This design comes from an exercise in tuning for small area, a short achievable clock period and few clock cycles on the open sky130 flow, not from production work.
Function was checked by simulation only, so behaviour that the tests miss may differ from the original.
Power is estimated from default activity; no workload was simulated.

Setup of P:
==> flow/design.v (excerpt) <==
module xcc_fifo128 (
    input  wire        clk,
    input  wire        rst,
    input  wire        p_cmd_valid,
    input  wire [15:0] p_cmd,
    input  wire [31:0] p_mdata,
    output reg         p_rsp_valid,
    output reg  [15:0] p_rsp,
    input  wire        c_cmd_valid,
    input  wire [15:0] c_cmd,
    output reg         c_rsp_valid,
    output reg  [15:0] c_rsp
);
    localparam [2:0] ST_OK      = 3'd0;
    localparam [2:0] ST_FULL    = 3'd1;
    localparam [2:0] ST_EMPTY   = 3'd2;
    localparam [2:0] ST_ILLEGAL = 3'd7;
    localparam [3:0] C_RESERVED_OPCODE  = 4'd1;
    localparam [3:0] C_RESERVED_BITS    = 4'd2;
    localparam [3:0] C_ARG_RANGE        = 4'd3;
    localparam [3:0] C_NO_GRANT         = 4'd4;
    localparam [3:0] C_GRANT_OPEN       = 4'd5;
    localparam [3:0] C_GRANT_OVERRUN    = 4'd6;
    localparam [3:0] C_GRANT_INCOMPLETE = 4'd7;
    localparam [3:0] C_NO_VIEW          = 4'd8;
    localparam [3:0] C_VIEW_OPEN        = 4'd9;
    localparam [4:0] FRAME_LAST = 5'd29;
    reg  [7:0] mem [0:127];
    reg        w_en;             
    reg  [6:0] w_addr;
    reg  [7:0] w_data;
    always @(posedge clk) begin
        if (w_en)
            mem[w_addr] <= w_data;
    end
    reg  [7:0]  p_wbin;
    reg         p_gopen;
    reg  [7:0]  p_glen;
    reg  [7:0]  p_gcnt;
    reg         p_err;
    reg  [3:0]  p_ecause;
    reg  [15:0] p_ecmd;
    reg  [7:0]  p_fr;            
    reg  [7:0]  p_rel;           
    reg  [15:0] m_code;
    reg  [31:0] m_rot0, m_rot1, m_rot2;
    reg  [31:0] m_trans0, m_trans1, m_trans2;
    reg  [6:0]  m_vld;           
    reg         e_busy;
    reg  [4:0]  e_rem;           
    reg  [7:0]  e_free;          
    reg  [7:0]  c_rbin;
    reg         c_vopen;
    reg  [7:0]  c_vlen;
    reg         c_err;
    reg  [3:0]  c_ecause;
    reg  [15:0] c_ecmd;
    reg  [6:0]  r_pa;
    reg  [6:0]  r_pidx;
    reg         r_pvalid;
    reg         r_wait;          
    reg         r_ready;         
    wire       p_room    = (p_fr >= 8'd30);
    wire [7:0] p_fr_rel  = p_fr + p_rel;
    wire [7:0] p_wadd    = p_gopen ? p_glen : 8'd30;
    wire [7:0] p_wbin_add = p_wbin + p_wadd;
    wire [7:0] p_fr_sub  = p_fr_rel - p_wadd;
  ...
Size: about 3900 cells after synthesis, ~100 I/O pins.
==> flow/config.mk <==
export PLATFORM = sky130hd
export DESIGN_NAME = xcc_fifo128
export DESIGN_NICKNAME = xcc_fifo128
export VERILOG_FILES = /design/flow/design.v
export SDC_FILE = /design/flow/constraint.sdc
export NUM_CORES = 4
export LEC_CHECK = 0
export CAP_MARGIN = 20
export CORE_MARGIN = 2
export CORE_UTILIZATION = 47
export CTS_BUF_LIST = sky130_fd_sc_hd__clkbuf_8
export CTS_CLUSTER_SIZE = 20
export SETUP_SLACK_MARGIN = 4.3
export SLEW_MARGIN = 20
export SYNTH_HIERARCHICAL = 1
export SYNTH_MINIMUM_KEEP_SIZE = 0
export TNS_END_PERCENT = 5
==> flow/constraint.sdc <==
create_clock -name core_clock -period 7.0 [get_ports {clk}]
set_input_delay 1.4000 -clock core_clock [delete_from_list [all_inputs] [get_ports {clk}]]
set_output_delay 1.4000 -clock core_clock [all_outputs]
set_load 0.01 [all_outputs]
standard.sh (not shown) runs the stock make flow with config.mk's settings and CLKGATE_MAP_FILE= SYNTH_SCRIPT=/design/flow/synth_recipe.tcl, a recipe that flattens the netlist after the stock synthesis.
==> flow/flow/run.sh <==
#!/bin/bash
# The standard layout (the standard.sh, standard synthesis included),
# with the port buffers that buffer_ports inserts made buf_4 cells instead
# of the weakest buffer it picks by default. Every port still gets its own
# buffer. make's full output goes to standard_flow.log here; ORFS's own
# per-step logs are under orfs/logs.
set -euo pipefail
export BUFFER_PORTS_ARGS="-buffer_cell sky130_fd_sc_hd__buf_4"
bash standard.sh "BUFFER_PORTS_ARGS=-buffer_cell sky130_fd_sc_hd__buf_4" finish > standard_flow.log 2>&1
P went all the way through the flow, and no timing, DRC or antenna check failed.
Testbench counts of P, summed over its fixed seeds: cycles 6,942.
### P -> Q
-- flow/config.mk --
<<< P, line 10
export CORE_UTILIZATION = 47
>>> Q, line 10
export CORE_UTILIZATION = 40
<<< P, line 12
export CTS_CLUSTER_SIZE = 20
export SETUP_SLACK_MARGIN = 4.3
>>> Q, line 12
export SETUP_SLACK_MARGIN = 4.5
<<< P, line 17
export TNS_END_PERCENT = 5
>>> Q, line 16
export TNS_END_PERCENT = 3
--- outcome ---
- No stage failed in Q, and the final checks on the layout all came back clean.
- On switching fraction of total power, Q tracks P almost exactly.
- Minimum period implied by the final worst setup slack: Q better than P
- Per-cell via count in the routed design on Q is down relative to P.
- Going from P to Q, largest stage delay on the critical path grows by 0.05 ns.
- Status: fraction of standard cell area in multi-input logic parity (P, Q)
- Maximum frequency: P vs Q — no meaningful difference
Input changes introduced in R (baseline for comparison: Q):
-- flow/config.mk --
<<< Q, line 12
export SETUP_SLACK_MARGIN = 4.5
>>> R, line 12
export SETUP_SLACK_MARGIN = 4.3
<<< Q, line 16
export TNS_END_PERCENT = 3
>>> R, line 16
export TNS_END_PERCENT = 5
- Any difference in remaining global-route overflow between Q and R is small enough to ignore.
- Between Q and R, the total power does not differ in any meaningful way.
- Final cell area: R below Q
- Compared R vs Q, and total vias in the final route is down in R.

* * *

v30:
xcc_fifo128, a different RTL version from the one above (not shown whole).
Size: ~3900 cells after synthesis, ~1400 flip-flops, roughly 100 I/O pins.
export LEC_CHECK = 0
export CAP_MARGIN = 20
export CORE_MARGIN = 2
export CORE_UTILIZATION = 40
export CTS_BUF_LIST = sky130_fd_sc_hd__clkbuf_8
export SETUP_SLACK_MARGIN = 4.7
export SLEW_MARGIN = 20
export SYNTH_HIERARCHICAL = 1
export SYNTH_MINIMUM_KEEP_SIZE = 0
export TNS_END_PERCENT = 5
create_clock -name core_clock -period 7.0 [get_ports {clk}]
Scripts as last shown in full above: flow/flow/run.sh
Per the final summary, v30 finished and its layout is clean on timing, DRC and antenna.
Testbench counts of v30, summed over its fixed seeds: cycles 6,942.
> inputs changed (v30 -> v24)
# v30
export LEC_CHECK = 0
export CAP_MARGIN = 20
export CORE_MARGIN = 2
export CORE_UTILIZATION = 40
export CTS_BUF_LIST = sky130_fd_sc_hd__clkbuf_8
export SETUP_SLACK_MARGIN = 4.7
export SLEW_MARGIN = 20
export SYNTH_HIERARCHICAL = 1
export SYNTH_MINIMUM_KEEP_SIZE = 0
export TNS_END_PERCENT = 5
create_clock -name core_clock -period 7.0 [get_ports {clk}]
# v24
export LEC_CHECK = 0
export CAP_MARGIN = 20
export CORE_MARGIN = 2
export CORE_UTILIZATION = 40
export CTS_BUF_LIST = sky130_fd_sc_hd__clkbuf_8
export SETUP_SLACK_MARGIN = 4.3
export SLEW_MARGIN = 20
export SYNTH_HIERARCHICAL = 1
export SYNTH_MINIMUM_KEEP_SIZE = 0
export TNS_END_PERCENT = 5
create_clock -name core_clock -period 7.0 [get_ports {clk}]
[summary]
In the final reports, the cell area of v24 is smaller than that of v30. Diff v24..v30 | total congestion overflow | unchanged. Taking v30 as the reference point, the wire length of v24 falls by about 1.2%. Per the comparison of v24 with v30, average via count per standard cell went up; power density of the placed cells went up; total power draw went down; standby leakage power went down. [v24] relative area of non-clock buffer cells in the final design fell 1.4 points relative to v30. Delta (v24 minus v30): delay contributed by the slowest stage of the critical path barely changed; post-route fraction of the period consumed by the critical path -2.1 points; length of routed met3 wiring decreased by about 8% relative to the old numbers.

* * *

Setup of alpha:
Starting RTL as in the previous note.
==> flow/config.mk <==
export PLATFORM = sky130hd
export DESIGN_NAME = xcc_fifo128
export DESIGN_NICKNAME = xcc_fifo128
export VERILOG_FILES = /design/flow/design.v
export SDC_FILE = /design/flow/constraint.sdc
export NUM_CORES = 4
export LEC_CHECK = 0
export CAP_MARGIN = 5
export CORE_MARGIN = 2
export CORE_UTILIZATION = 55
export CTS_BUF_LIST = sky130_fd_sc_hd__clkbuf_8
export SETUP_SLACK_MARGIN = 4.3
export SLEW_MARGIN = 5
export SYNTH_HIERARCHICAL = 1
export SYNTH_MINIMUM_KEEP_SIZE = 0
export TNS_END_PERCENT = 5
==> flow/constraint.sdc <==
create_clock -name core_clock -period 7.0 [get_ports {clk}]
set_input_delay 1.4000 -clock core_clock [delete_from_list [all_inputs] [get_ports {clk}]]
set_output_delay 1.4000 -clock core_clock [all_outputs]
set_load 0.01 [all_outputs]
Scripts as last shown in full above: flow/flow/run.sh
Testbench counts of alpha, summed over its fixed seeds: cycles 6,942.
Edits applied to the flow inputs when going from alpha to beta:
Settings: a change of SLEW_MARGIN from 5 to 20; a change of CAP_MARGIN from 5 to 20.
Results
Against alpha, number of gates resized after cts in beta rose slightly. Non-clock buffer share of cell area: alpha vs beta, no meaningful difference. beta ended up with r_pa[1] as its launch point of the worst path; alpha ended up with r_pa[4]. The worst setup slack of beta exceeds that of alpha by 0.068 ns. In the metrics for alpha and beta, the one carrying the higher number of clock buffers in the layout is beta. Compared with alpha, in beta share of the final layout cell area in sequential cells down 0.15 points; clock skew grew by 0.011 ns.

* * *

xcc_fifo128 with an RTL version that a note above also has.
For scale: about 3900 cells after synthesis, roughly 1400 flip-flops, ~100 I/O pins, about 0.057 mm2 of cells after synthesis.
clock: 7.0 ns
lec_check: 0
cap_margin: 20
core_margin: 2
core_utilization: 40
cts_buf_list: sky130_fd_sc_hd__clkbuf_8
setup_slack_margin: 4.0
slew_margin: 20
synth_hierarchical: 1
synth_minimum_keep_size: 0
tns_end_percent: 5
Scripts as last shown in full above: flow/flow/run.sh
Testbench counts at the start, summed over its fixed seeds: cycles 6,942.
Change:
Settings changed: CORE_UTILIZATION 40 to 55, SETUP_SLACK_MARGIN 4.0 to 4.3.
Outcome: The new run finished with timing, DRC and antenna clean; area after synthesis does not change; setup slack got worse by 0.0059 ns; routed wire length goes up by 4.1%; sequential power barely changes; final cell count shrinks by 7.7%; global-route usage came out higher by 9.9 points; hold slack improved by 0.023 ns; combinational power increases by about 4%; sequential share of layout area shrinks by 0.15 points; clock power fell by 6.6%; die area is lower by 27%.

-- what the ideal ports hide --
Ports are ideal in the flow. The routed layouts listed here were re-timed in OpenROAD. Step 1 sets driving cells, clkbuf_16 on the clock port and buf_2 on the other inputs (assumed; they add their load-dependent delay and slew). Step 2 moves the port delays by t, midway between the first and last clock arrival at a register: inputs arrive t later, outputs are due t later. That takes back most of the time a late clock gives input paths. Slacks: no drivers / after step 1 / after step 2; pairs: no drivers / after step 1.
| run | t, ns | setup slack, ns | hold WS [ns] | worst setup path at the end |
|---|---|---|---|---|
| P | 0.997 | 3.850 / 3.850 / 2.992 | 0.455 / 0.455 / 0.455 | input to register |
| Q | 0.987 | 3.856 / 3.856 / 3.049 | 0.458 / 0.458 / 0.458 | input to register |
| R | 0.990 | 3.846 / 3.846 / 3.077 | 0.457 / 0.457 / 0.457 | input to register |
| v30 | 1.014 | 3.809 / 3.809 / 3.092 | 0.474 / 0.474 / 0.474 | input to register |
| v24 | 0.986 | 3.954 / 3.954 / 3.124 | 0.468 / 0.468 / 0.468 | input to register |
| alpha | 0.978 | 3.864 / 3.864 / 3.035 | 0.476 / 0.476 / 0.476 | input to register |
| beta | 0.946 | 3.933 / 3.933 / 3.161 | 0.481 / 0.481 / 0.481 | input to register |
| the first run of note 4 | 0.989 | 3.709 / 3.709 / 2.898 | 0.453 / 0.453 / 0.453 | input to register |
| the second run of note 4 | 0.964 | 3.703 / 3.703 / 2.911 | 0.476 / 0.476 / 0.476 | input to register |
After both steps every run listed still meets setup and hold. The setup slack of P, which loses most, moves by 0.000 ns with the drivers and by -0.858 ns with both steps.
